From an optimization exercise on the open Yosys and OpenROAD flow, aimed at small area, a short achievable clock period and few clock cycles per item; shortcuts taken in it are not production practice. For this run, only the layout was checked, not whether the RTL still works. Power figures rest on the tool's default switching activity, not on a simulated workload.

$ cat flow/design.v
module attack_step_rom (
    input  wire [5:0] addr,
    output reg  [26:0] data
);
    always @(*) begin
        case (addr)
            6'd0: data = 27'd0;
            6'd1: data = 27'd0;
            6'd2: data = 27'd0;
            6'd3: data = 27'd0;
            6'd4: data = 27'd244;
            6'd5: data = 27'd305;
            6'd6: data = 27'd366;
            6'd7: data = 27'd427;
            6'd8: data = 27'd489;
            6'd9: data = 27'd611;
            6'd10: data = 27'd733;
            6'd11: data = 27'd855;
            6'd12: data = 27'd978;
            6'd13: data = 27'd1222;
            6'd14: data = 27'd1467;
            6'd15: data = 27'd1711;
            6'd16: data = 27'd1956;
            6'd17: data = 27'd2445;
            6'd18: data = 27'd2934;
            6'd19: data = 27'd3423;
            6'd20: data = 27'd3912;
            6'd21: data = 27'd4890;
            6'd22: data = 27'd5868;
            6'd23: data = 27'd6846;
            6'd24: data = 27'd7825;
            6'd25: data = 27'd9779;
            6'd26: data = 27'd11736;
            6'd27: data = 27'd13689;
            6'd28: data = 27'd15650;
            6'd29: data = 27'd19554;
            6'd30: data = 27'd23465;
            6'd31: data = 27'd27369;
            6'd32: data = 27'd31298;
            6'd33: data = 27'd39109;
            6'd34: data = 27'd46923;
            6'd35: data = 27'd54738;
            6'd36: data = 27'd62597;
            6'd37: data = 27'd78198;
            6'd38: data = 27'd93703;
            6'd39: data = 27'd109320;
            6'd40: data = 27'd125246;
            6'd41: data = 27'd156076;
            6'd42: data = 27'd187406;
            6'd43: data = 27'd218014;
            6'd44: data = 27'd250286;
            6'd45: data = 27'd310559;
            6'd46: data = 27'd372976;
            6'd47: data = 27'd434783;
            6'd48: data = 27'd500573;
            6'd49: data = 27'd611141;
            6'd50: data = 27'd714433;
            6'd51: data = 27'd800917;
            6'd52: data = 27'd884734;
            6'd53: data = 27'd1079250;
            6'd54: data = 27'd1289612;
            6'd55: data = 27'd1463214;
            6'd56: data = 27'd1636282;
            6'd57: data = 27'd1976289;
            6'd58: data = 27'd2341142;
            6'd59: data = 27'd2669724;
            6'd60: data = 27'd2983809;
            6'd61: data = 27'd3170297;
            6'd62: data = 27'd3170297;
            6'd63: data = 27'd67108864;
            default: data = 27'd0;
        endcase
    end
endmodule
module decay_step_rom (
    input  wire [5:0] addr,
    output reg  [17:0] data
);
    always @(*) begin
        case (addr)
            6'd0: data = 18'd0;
            6'd1: data = 18'd0;
            6'd2: data = 18'd0;
            6'd3: data = 18'd0;
            6'd4: data = 18'd17;
            6'd5: data = 18'd21;
            6'd6: data = 18'd25;
            6'd7: data = 18'd29;
            6'd8: data = 18'd34;
            6'd9: data = 18'd42;
            6'd10: data = 18'd51;
            6'd11: data = 18'd59;
            6'd12: data = 18'd68;
            6'd13: data = 18'd85;
            6'd14: data = 18'd102;
            6'd15: data = 18'd119;
            6'd16: data = 18'd136;
            6'd17: data = 18'd170;
            6'd18: data = 18'd204;
            6'd19: data = 18'd238;
            6'd20: data = 18'd273;
            6'd21: data = 18'd341;
            6'd22: data = 18'd409;
            6'd23: data = 18'd477;
            6'd24: data = 18'd546;
            6'd25: data = 18'd682;
            6'd26: data = 18'd819;
            6'd27: data = 18'd955;
            6'd28: data = 18'd1092;
            6'd29: data = 18'd1364;
            6'd30: data = 18'd1637;
            6'd31: data = 18'd1910;
            6'd32: data = 18'd2184;
            6'd33: data = 18'd2729;
            6'd34: data = 18'd3274;
            6'd35: data = 18'd3820;
            6'd36: data = 18'd4368;
            6'd37: data = 18'd5457;
            6'd38: data = 18'd6539;
            6'd39: data = 18'd7629;
            6'd40: data = 18'd8741;
            6'd41: data = 18'd10892;
            6'd42: data = 18'd13079;
            6'd43: data = 18'd15215;
            6'd44: data = 18'd17467;
            6'd45: data = 18'd21674;
            6'd46: data = 18'd26030;
            6'd47: data = 18'd30344;
            6'd48: data = 18'd34935;
            6'd49: data = 18'd42652;
            6'd50: data = 18'd49861;
            6'd51: data = 18'd55897;
            6'd52: data = 18'd61747;
            6'd53: data = 18'd75322;
            6'd54: data = 18'd90004;
            6'd55: data = 18'd102120;
            6'd56: data = 18'd114199;
            6'd57: data = 18'd137928;
            6'd58: data = 18'd163392;
            6'd59: data = 18'd186324;
            6'd60: data = 18'd208245;
            6'd61: data = 18'd221260;
            6'd62: data = 18'd221260;
            6'd63: data = 18'd221260;
            default: data = 18'd0;
        endcase
    end
endmodule
module envelope_generator (
    input  wire        clk,
    input  wire        rst,           
    input  wire        cmd_valid,
    output wire        cmd_ready,
    input  wire [1:0]  cmd_op,        
    input  wire [4:0]  cmd_voice,     
    input  wire [3:0]  cmd_ar,        
    input  wire [3:0]  cmd_d1r,       
    input  wire [3:0]  cmd_d2r,       
    input  wire [3:0]  cmd_rr,        
    input  wire [3:0]  cmd_dl,        
    input  wire [3:0]  cmd_krs,       
    input  wire [3:0]  cmd_oct,       
    input  wire        cmd_oct_lsb,   
    output reg         rsp_valid,
    output reg  [9:0]  rsp_level,     
    output reg         rsp_stop       
);
    localparam NV  = 28;
    localparam NCB = 2;               
    localparam [1:0] OP_TICK   = 2'd0;
    localparam [1:0] OP_RECALC = 2'd1;
    localparam [1:0] OP_KEYON  = 2'd2;
    localparam [1:0] OP_KEYOFF = 2'd3;
    localparam [1:0] ATTACK  = 2'd0;
    localparam [1:0] DECAY1  = 2'd1;
    localparam [1:0] DECAY2  = 2'd2;
    localparam [1:0] RELEASE = 2'd3;
    localparam [26:0] EG_CEIL = 27'd67043328;    
    localparam W = 54;
    function automatic [4:0] inc28(input [4:0] x);
        inc28 = (x == 5'd27) ? 5'd0 : x + 5'd1;
    endfunction
    function automatic [4:0] dist28(input [4:0] a, input [4:0] b);
        reg [5:0] d;
        begin
            d = {1'b0, b} - {1'b0, a};
            dist28 = d[5] ? d[4:0] + 5'd28 : d[4:0];
        end
    endfunction
    reg [4:0] vc;           
    reg [4:0] sweep;        
    wire      sweeping = (sweep != 5'd0);
    always @(posedge clk) begin
        if (rst) begin
            vc    <= 5'd26;       
            sweep <= 5'd28;
        end else begin
            vc <= inc28(vc);
            if (sweeping) sweep <= sweep - 5'd1;
        end
    end
    localparam CW = 36;
    wire [CW-1:0] cmd_in = {cmd_op, cmd_voice, cmd_ar, cmd_d1r, cmd_d2r, cmd_rr,
                            cmd_dl, cmd_krs, cmd_oct, cmd_oct_lsb};
    reg          ir_v, sk_v;
    reg [CW-1:0] ir, sk;
    assign cmd_ready = !sk_v;
    wire xfer = cmd_valid && !sk_v;
    wire [1:0] ir_op    = ir[35:34];
    wire [4:0] ir_voice = ir[33:29];
    wire [3:0] ir_ar    = ir[28:25];
    wire [3:0] ir_d1r   = ir[24:21];
    wire [3:0] ir_d2r   = ir[20:17];
    wire [3:0] ir_rr    = ir[16:13];
    wire [3:0] ir_dl    = ir[12:9];
    wire [3:0] ir_krs   = ir[8:5];
    wire [3:0] ir_oct   = ir[4:1];
    wire       ir_lsb   = ir[0];
    wire       ir_tick  = (ir_op == OP_TICK);
    wire [3:0] oct_m1  = ir_oct - 4'd1;
    wire [5:0] ks      = {{2{oct_m1[3]}}, oct_m1} + {2'b0, ir_krs};       
    wire [5:0] ir_krv  = (ir_krs == 4'd15) ? 6'd16 : {ks[4:0], ir_lsb} + 6'd16;
    wire [25:0] ir_rates = {ir_ar, ir_d1r, ir_d2r, ir_rr, ir_krv, ir_dl};
    reg [4:0] h_nv, t_nv;
    reg [4:0] h_cnt, t_cnt;           
    wire h_on = (h_cnt != 5'd0);
    wire t_on = (t_cnt != 5'd0);
    wire proc = h_on && (h_nv == vc);      
    wire [4:0] tl_nv  = t_on ? t_nv  : h_nv;
    wire [4:0] tl_cnt = t_on ? t_cnt : h_cnt;
    wire [5:0] tl_end6 = {1'b0, tl_nv} + {1'b0, tl_cnt};
    wire [4:0] tl_end = (tl_end6 >= 6'd28) ? tl_end6[4:0] - 5'd28 : tl_end6[4:0];
    wire can_extend = (tl_cnt != 5'd0) && (tl_cnt != 5'd28) && (tl_end == ir_voice);
    wire tick_ok = can_extend || !t_on;
    wire in_h = h_on && (dist28(h_nv, ir_voice) < h_cnt);
    wire in_t = t_on && (dist28(t_nv, ir_voice) < t_cnt);
    wire pend0 = !in_h && !in_t;
    wire pend1 = in_h ^ in_t;
    reg         cb_v     [0:NCB-1];
    reg         cb_after [0:NCB-1];    
    reg  [4:0]  cb_voice [0:NCB-1];
    reg         cb_hr    [0:NCB-1];    
    reg  [1:0]  cb_env   [0:NCB-1];    
    reg  [25:0] cb_rates [0:NCB-1];
    reg          e_any, e_after, f_any;
    reg [NCB-1:0] e_hit, f_sel;
    reg          a_any, a_hr;
    reg [1:0]    a_env;
    reg [25:0]   a_rates;
    integer i;
    always @(*) begin
        e_any = 1'b0; e_after = 1'b0; e_hit = {NCB{1'b0}};
        f_any = 1'b0; f_sel = {NCB{1'b0}};
        a_any = 1'b0; a_hr = 1'b0; a_env = 2'b00; a_rates = 26'd0;
        for (i = 0; i < NCB; i = i + 1) begin
            if (cb_v[i] && cb_voice[i] == ir_voice) begin
                e_hit[i] = 1'b1;
                e_any    = 1'b1;
                e_after  = cb_after[i];
            end
            if (!cb_v[i] && !f_any) begin
                f_sel[i] = 1'b1;
                f_any    = 1'b1;
            end
            if (cb_v[i] && !cb_after[i] && cb_voice[i] == vc) begin
                a_any   = 1'b1;
                a_hr    = cb_hr[i];
                a_env   = cb_env[i];
                a_rates = cb_rates[i];
            end
        end
    end
    wire cfg_ok = (ir_voice != vc) &&
                  (e_any ? (e_after ? pend1 : pend0) : ((pend0 || pend1) && f_any));
    wire disp = ir_v && (ir_tick ? tick_ok : cfg_ok);
    wire disp_tick = disp && ir_tick;
    wire disp_cfg  = disp && !ir_tick;
    always @(posedge clk) begin
        if (rst) begin
            ir_v <= 1'b0;
            sk_v <= 1'b0;
        end else if (!ir_v || disp) begin
            if (sk_v) begin
                ir   <= sk;
                ir_v <= 1'b1;
                sk_v <= 1'b0;
            end else begin
                ir   <= cmd_in;
                ir_v <= xfer;
            end
        end else if (xfer) begin
            sk   <= cmd_in;
            sk_v <= 1'b1;
        end
    end
    reg [4:0] nh_nv, nh_cnt, nt_nv, nt_cnt;
    always @(*) begin
        nh_nv = h_nv; nh_cnt = h_cnt; nt_nv = t_nv; nt_cnt = t_cnt;
        if (proc) begin
            nh_nv  = inc28(h_nv);
            nh_cnt = h_cnt - 5'd1;
        end
        if (disp_tick) begin
            if (can_extend) begin
                if (t_on) nt_cnt = t_cnt + 5'd1;
                else      nh_cnt = nh_cnt + 5'd1;
            end else if (nh_cnt == 5'd0) begin
                nh_nv  = ir_voice;
                nh_cnt = 5'd1;
            end else begin
                nt_nv  = ir_voice;
                nt_cnt = 5'd1;
            end
        end
        if (nh_cnt == 5'd0 && nt_cnt != 5'd0) begin
            nh_nv  = nt_nv;
            nh_cnt = nt_cnt;
            nt_cnt = 5'd0;
        end
    end
    always @(posedge clk) begin
        if (rst) begin
            h_cnt <= 5'd0;
            t_cnt <= 5'd0;
        end else begin
            h_nv  <= nh_nv;
            h_cnt <= nh_cnt;
            t_nv  <= nt_nv;
            t_cnt <= nt_cnt;
        end
    end
    always @(posedge clk) begin
        for (i = 0; i < NCB; i = i + 1) begin
            if (rst) begin
                cb_v[i] <= 1'b0;
            end else begin
                if (cb_v[i] && cb_voice[i] == vc) begin
                    if (!cb_after[i]) cb_v[i]     <= 1'b0;    
                    else if (proc)    cb_after[i] <= 1'b0;    
                end
                if (disp_cfg && (e_any ? e_hit[i] : f_sel[i])) begin
                    cb_v[i]     <= 1'b1;
                    cb_voice[i] <= ir_voice;
                    if (!e_any) cb_after[i] <= pend1;
                    if (ir_op != OP_KEYOFF) begin
                        cb_hr[i]    <= 1'b1;
                        cb_rates[i] <= ir_rates;
                    end else if (!e_any) begin
                        cb_hr[i]    <= 1'b0;
                    end
                    case (ir_op)
                        OP_KEYON:  cb_env[i] <= 2'b01;
                        OP_KEYOFF: cb_env[i] <= {1'b1, e_any & cb_env[i][0]};
                        default:   if (!e_any) cb_env[i] <= 2'b00;
                    endcase
                end
            end
        end
    end
    reg [W-1:0] p0, p1, p2, p3;
    reg [W-1:0] sh [4:27];
    reg         t1, t2, t3;
    reg [5:0]   idx2;
    reg [26:0]  step3;
    localparam [W-1:0] RESET_REC = {ATTACK, 26'd0, 26'd0};
    reg [W-1:0] eff;
    always @(*) begin
        eff = sweeping ? RESET_REC : p0;
        if (a_any) begin
            if (a_hr) eff[25:0] = a_rates;
            if (a_env[0]) begin
                eff[53:52] = ATTACK;
                eff[51:26] = 26'd0;
            end
            if (a_env[1]) eff[53:52] = RELEASE;
        end
    end
    wire [1:0] st1 = p1[53:52];
    wire [3:0] code1 = (st1 == ATTACK) ? p1[25:22] :
                       (st1 == DECAY1) ? p1[21:18] :
                       (st1 == DECAY2) ? p1[17:14] : p1[13:10];
    wire [5:0] krv1 = p1[9:4];
    wire [6:0] sum1 = {1'b0, code1, 2'b00} + {1'b0, krv1};    
    wire [5:0] idx1 = (code1 == 4'd0)  ? 6'd0  :
                      (code1 == 4'd15) ? 6'd63 :
                      (sum1 < 7'd16)   ? 6'd0  :
                      (sum1 > 7'd79)   ? 6'd63 : sum1[5:0] - 6'd16;
    wire [26:0] a_step;
    wire [17:0] d_step;
    attack_step_rom u_ar (.addr(idx2), .data(a_step));
    decay_step_rom  u_dr (.addr(idx2), .data(d_step));
    wire [26:0] step2 = (p2[53:52] == ATTACK) ? a_step : {9'd0, d_step};
    wire [1:0]  st3  = p3[53:52];
    wire [25:0] vol3 = p3[51:26];
    wire [3:0]  thr3 = ~p3[3:0];                         
    wire [26:0] add3 = {1'b0, vol3} + step3;
    wire [26:0] sub3 = {1'b0, vol3} - step3;
    reg  [1:0]  nst3;
    reg  [25:0] nvol3;
    reg         stop3;
    always @(*) begin
        nst3  = st3;
        stop3 = 1'b0;
        if (st3 == ATTACK) begin
            if (add3 >= EG_CEIL) begin
                nvol3 = EG_CEIL[25:0];
                nst3  = DECAY1;
            end else begin
                nvol3 = add3[25:0];
            end
        end else begin
            nvol3 = sub3[26] ? 26'd0 : sub3[25:0];
            if (st3 == DECAY1 && nvol3[25:16] <= {thr3, 6'b0}) nst3 = DECAY2;
            if (st3 == RELEASE) stop3 = (nvol3 == 26'd0);
        end
    end
    integer k;
    always @(posedge clk) begin
        p1    <= eff;
        p2    <= p1;
        idx2  <= idx1;
        p3    <= p2;
        step3 <= step2;
        sh[4] <= t3 ? {nst3, nvol3, p3[25:0]} : p3;
        for (k = 5; k <= 27; k = k + 1) sh[k] <= sh[k-1];
        p0    <= sh[27];
        if (rst) begin
            t1 <= 1'b0;
            t2 <= 1'b0;
            t3 <= 1'b0;
            rsp_valid <= 1'b0;
        end else begin
            t1 <= proc;
            t2 <= t1;
            t3 <= t2;
            rsp_valid <= t3;
        end
        rsp_level <= nvol3[25:16];
        rsp_stop  <= stop3;
    end
endmodule
$ cat flow/run.sh
#!/bin/bash
# synth_recipe.tcl (not shown) runs the flow's synth.tcl, then flattens the netlist and writes it again
# the make line also repeats each setting of config.mk as NAME=value (left out here)
make -C /OpenROAD-flow-scripts/flow DESIGN_CONFIG=/design/flow/config.mk WORK_HOME=/design/flow/orfs CLKGATE_MAP_FILE= SYNTH_SCRIPT=/design/flow/synth_recipe.tcl finish
$ cat flow/config.mk
export PLATFORM = sky130hd
export DESIGN_NAME = envelope_generator
export DESIGN_NICKNAME = envelope_generator
export VERILOG_FILES = /design/flow/design.v
export SDC_FILE = /design/flow/constraint.sdc
export NUM_CORES = 4
export LEC_CHECK = 0
export CAP_MARGIN = 20
export CORE_MARGIN = 2
export CORE_UTILIZATION = 40
export SLEW_MARGIN = 20
export SYNTH_MEMORY_MAX_BITS = 65536
$ cat flow/constraint.sdc
create_clock -name core_clock -period 15.0 [get_ports {clk}]
set_input_delay 3.0000 -clock core_clock [delete_from_list [all_inputs] [get_ports {clk}]]
set_output_delay 3.0000 -clock core_clock [all_outputs]
set_load 0.01 [all_outputs]
==> run summary <==
==> kinds of logic (layout without fill, tap and decap cells) <==
group	after synthesis	in the layout	share of synthesized area [%]
mux	92	92	2.24
fa+ha+maj	121	121	3.24
simple gates	658	658	6.63
xor+xnor	93	93	1.71
flops	1767	1767	76.2
buf+inv	238	479	1.91
compound gates	569	569	8.06
other cells	0	1	0
==> area by class of cell <==
cell class / instances / area [um^2] / share of cell area, %
Antenna cell: 1 / 2.50 / 0.00444
Clock buffer: 213 / 4500 / 7.97
Clock inverter: 72 / 1160 / 2.05
Inverter: 112 / 420 / 0.745
Multi-Input combinational cell: 1533 / 10700 / 18.9
Sequential cell: 1767 / 36900 / 65.4
Tap cell: 1612 / 2020 / 3.58
Timing Repair Buffer: 82 / 743 / 1.32
==> layer usage <==
metal | global-route usage (%) | vias to the layer above
met5 | 0 | -
met4 | 6.92 | 0
met3 | 3.25 | 221
met2 | 21.6 | 671
met1 | 19.8 | 12000
li1 | - | 12300
==> synthesized netlist by cell type, types with 19 or more instances <==
| master | instances |
|---|---|
| a221oi_1 | 41 |
| mux2_2 | 70 |
| o21ai_0 | 91 |
| ha_1 | 114 |
| and2_1 | 48 |
| o211ai_1 | 19 |
| a211oi_1 | 23 |
| a31oi_1 | 25 |
| a21o_1 | 25 |
| edfxtp_1 | 152 |
| nand3_1 | 48 |
| a21oi_1 | 151 |
| clkbuf_1 | 105 |
| nand2_1 | 171 |
| or3_1 | 19 |
| xor2_1 | 27 |
| dfxtp_1 | 1615 |
| inv_1 | 109 |
| nor2_1 | 186 |
| nor3_1 | 52 |
| nor2b_1 | 22 |
| xnor2_1 | 65 |
==> stage by stage <==
step           util (%)  instance area [um^2]  power, mW  hold WS, ns  instances
2_1_floorplan         -                 48400       5.06        0.310       3538
3_3_place_gp       42.3                 50700       5.11        0.309       5106
3_5_place_dp       42.3                 50700       5.11        0.312       5106
4_1_cts            47.0                 56400       9.34        0.283       5391
5_1_grt            47.0                 56400       9.56        0.297       5391
6_report           47.0                 56400       9.21        0.292       5392
==> report_power, final <==
group / switching (mW) / total (mW) / internal, mW
clock: 1.73 / 4.21 / 2.47
combinational: 0.0905 / 0.178 / 0.0872
sequential: 0.0339 / 4.83 / 4.80
==> flip-flops by register name, indices dropped and copies added, names as in the netlist, 10 cells and up <==
| name | flops |
|---|---|
| d_step | 18 |
| p2 | 54 |
| rsp_level | 10 |
| cb_voice | 10 |
| p3 | 54 |
| p0 | 54 |
| sh | 1296 |
| sk | 36 |
| ir | 36 |
| step3 | 23 |
| p1 | 54 |
| cb_rates | 52 |
| a_step | 23 |
==> worst paths after layout <==
check | startpoint | cells past startpoint | end
setup / recovery | p1[52] | 15 | a_step[11]
hold reg to reg | sh[6][39] | 0 | sh[7][39]
hold / removal | sh[6][39] | 0 | sh[7][39]
setup reg to reg | p1[52] | 15 | a_step[11]
==> critical path, delay by kind of cell, from the launching register on <==
kind / cells / cell delay, ns
compound gates: 7 / 2.27
xor+xnor: 1 / 0.23
fa+ha+maj: 2 / 1.41
buf+inv: 1 / 0.18
flops: 1 / 0.49
mux: 2 / 0.99
simple gates: 2 / 0.61
==> cells in the final DEF, fill, tap and decap left out, types with 65 or more instances in the layout <==
cell type / n
nand2_1: 171
xnor2_1: 65
o21ai_0: 91
nor2_1: 181
edfxtp_1: 152
mux2_2: 70
inv_1: 109
a21oi_1: 150
dfxtp_1: 1614
clkbuf_16: 163
ha_1: 114
==> impl_metrics.ini <==
[route]
m1WireLength_um = 41900
ant_nets = 0
drc = 0
vias = 25200
route.met3.wl_um = 4680
wirelength_um = 88300
met2WireLength_um = 38400
vias_per_cell = 4.68
wire_per_inst_um = 16.4
drtIter0Drc = 1815
topRoutingLayerUsed = met4
drtPass1Iterations = 7

[worst_setup_path]
path_class = reg -> reg
worstPathRequired_ns = 15.66
cp-end-kind = register
reg2reg_setup_slack_ns = 8.69
cpMaxStageDelayCell = ha_1
cp-start-kind = register
max_stage_delay_ns = 1.10
cp_cell_sequence = mux4_2 > ha_1 > a21o_1 > a21oi_1 > xnor2_1 > inv_1 > a21oi_1 > nor2_1 > o21ai_1 > nand2_1 > ha_1 > mux2i_1 > a31o_2 > a211oi_1 > o21ai_1
cp_max_fo = 26
arrival_ns = 6.97

[synth]
ys_seq_area_share_pct = 76.2
synthCells = 3538
syn-num-nets = 3698
syn_area_um2 = 48400
syn_area_per_cell_um2 = 13.7
synth_top_area_share_pct = 66.8
synth_edf_count = 152
synth_cell_types = 96
yosys_warnings = 10
synthTopCellsByArea = dfxtp_1, edfxtp_1, ha_1, mux2_2, a21oi_1
synthFlopType = dfxtp_1
synth_seq_cells = 1767
synth_area_leader_cell = dfxtp_1
async_reset_ff_share_pct = 0

[cts]
cts_buffers = 160
clkSinkCount = 1767
htreeDepth = 4
ctsHoldBuffers = 0
clkLatencyLatePin_ns = 0.77
cts_tree = done
post-cts-setup-buffers = 0
cts-root-buf = clkbuf_16
clk_pin_slew_ns = 0.07
cts-root-to-sink-buffers = 3
cts-resized-gates = 0

[grt]
antenna_found_initial = 0
track_usage_pct = 14.4
grt_pass1_vias = 24400
grt_pass1_wl_um = 138000
overflow = 0
grt_max_degree = 53

[timing]
skew_ns = 0.0490
min_period_ns = 6.31
setup_violations = 0
period_share_pct = 42.1
slew_headroom_pct = 25.7
rsz0062_at_grt = false
max_freq_mhz = 158
hold_violations = 0
worstMarginPinSlew_ns = 1.10
fin_tns_setup_ns = 0
setup_slack_ns = 8.69
finalMaxSlewViolations = 0

[placement]
place_congestion = 0.911
numPortBuffers = 51
hpwl_um = 56600
place_ws_ns = 8.84

[power]
p_per_area_nw_per_um2 = 163
cellLeakagePower_nw = 22.1
ir_drop_mv = 0.115

[final_layout]
drive_gt1_share_pct = 11.2
fill_cells = 10500
nNetsFinal = 3816
area_growth_pct = 16.5

[run_status]
outcome = finished clean

[floorplanning]
die_y_um = 352
core_um2 = 120000
die_area_um2 = 124000
fp-row-count = 127
die_w_um = 352
io_pins = 52
initial_utilization_pct = 40.4

[flow_run]
max_cap_violations = 0

[hold_path]
hp-class = reg -> reg

==> afterwards: timing with drivers on the ports <==
No port has a modelled driver above. Below, the same layout with a new extraction and two added sets of constraints. Step 1: set_driving_cell puts a clkbuf_16 on clk and a buf_2 on each other input, an assumption about the parent block. Step 2, shift: input delay + t, output delay - t, t = (earliest + latest rising clock arrival at the registers) / 2. This alone moves slack from input paths to output paths. Three values: no drivers, after step 1, after step 2; two values: the first two.
t (ns): 0.821
setup WS [ns]: 8.690 / 8.690 / 8.690
worst hold slack (ns): 0.292 / 0.292 / 0.292
worst data-port slew with drivers (ns): 0.04
After both steps setup and hold are still met in this run. The setup slack of this run moves by 0.000 ns with the drivers and by 0.000 ns with both steps.
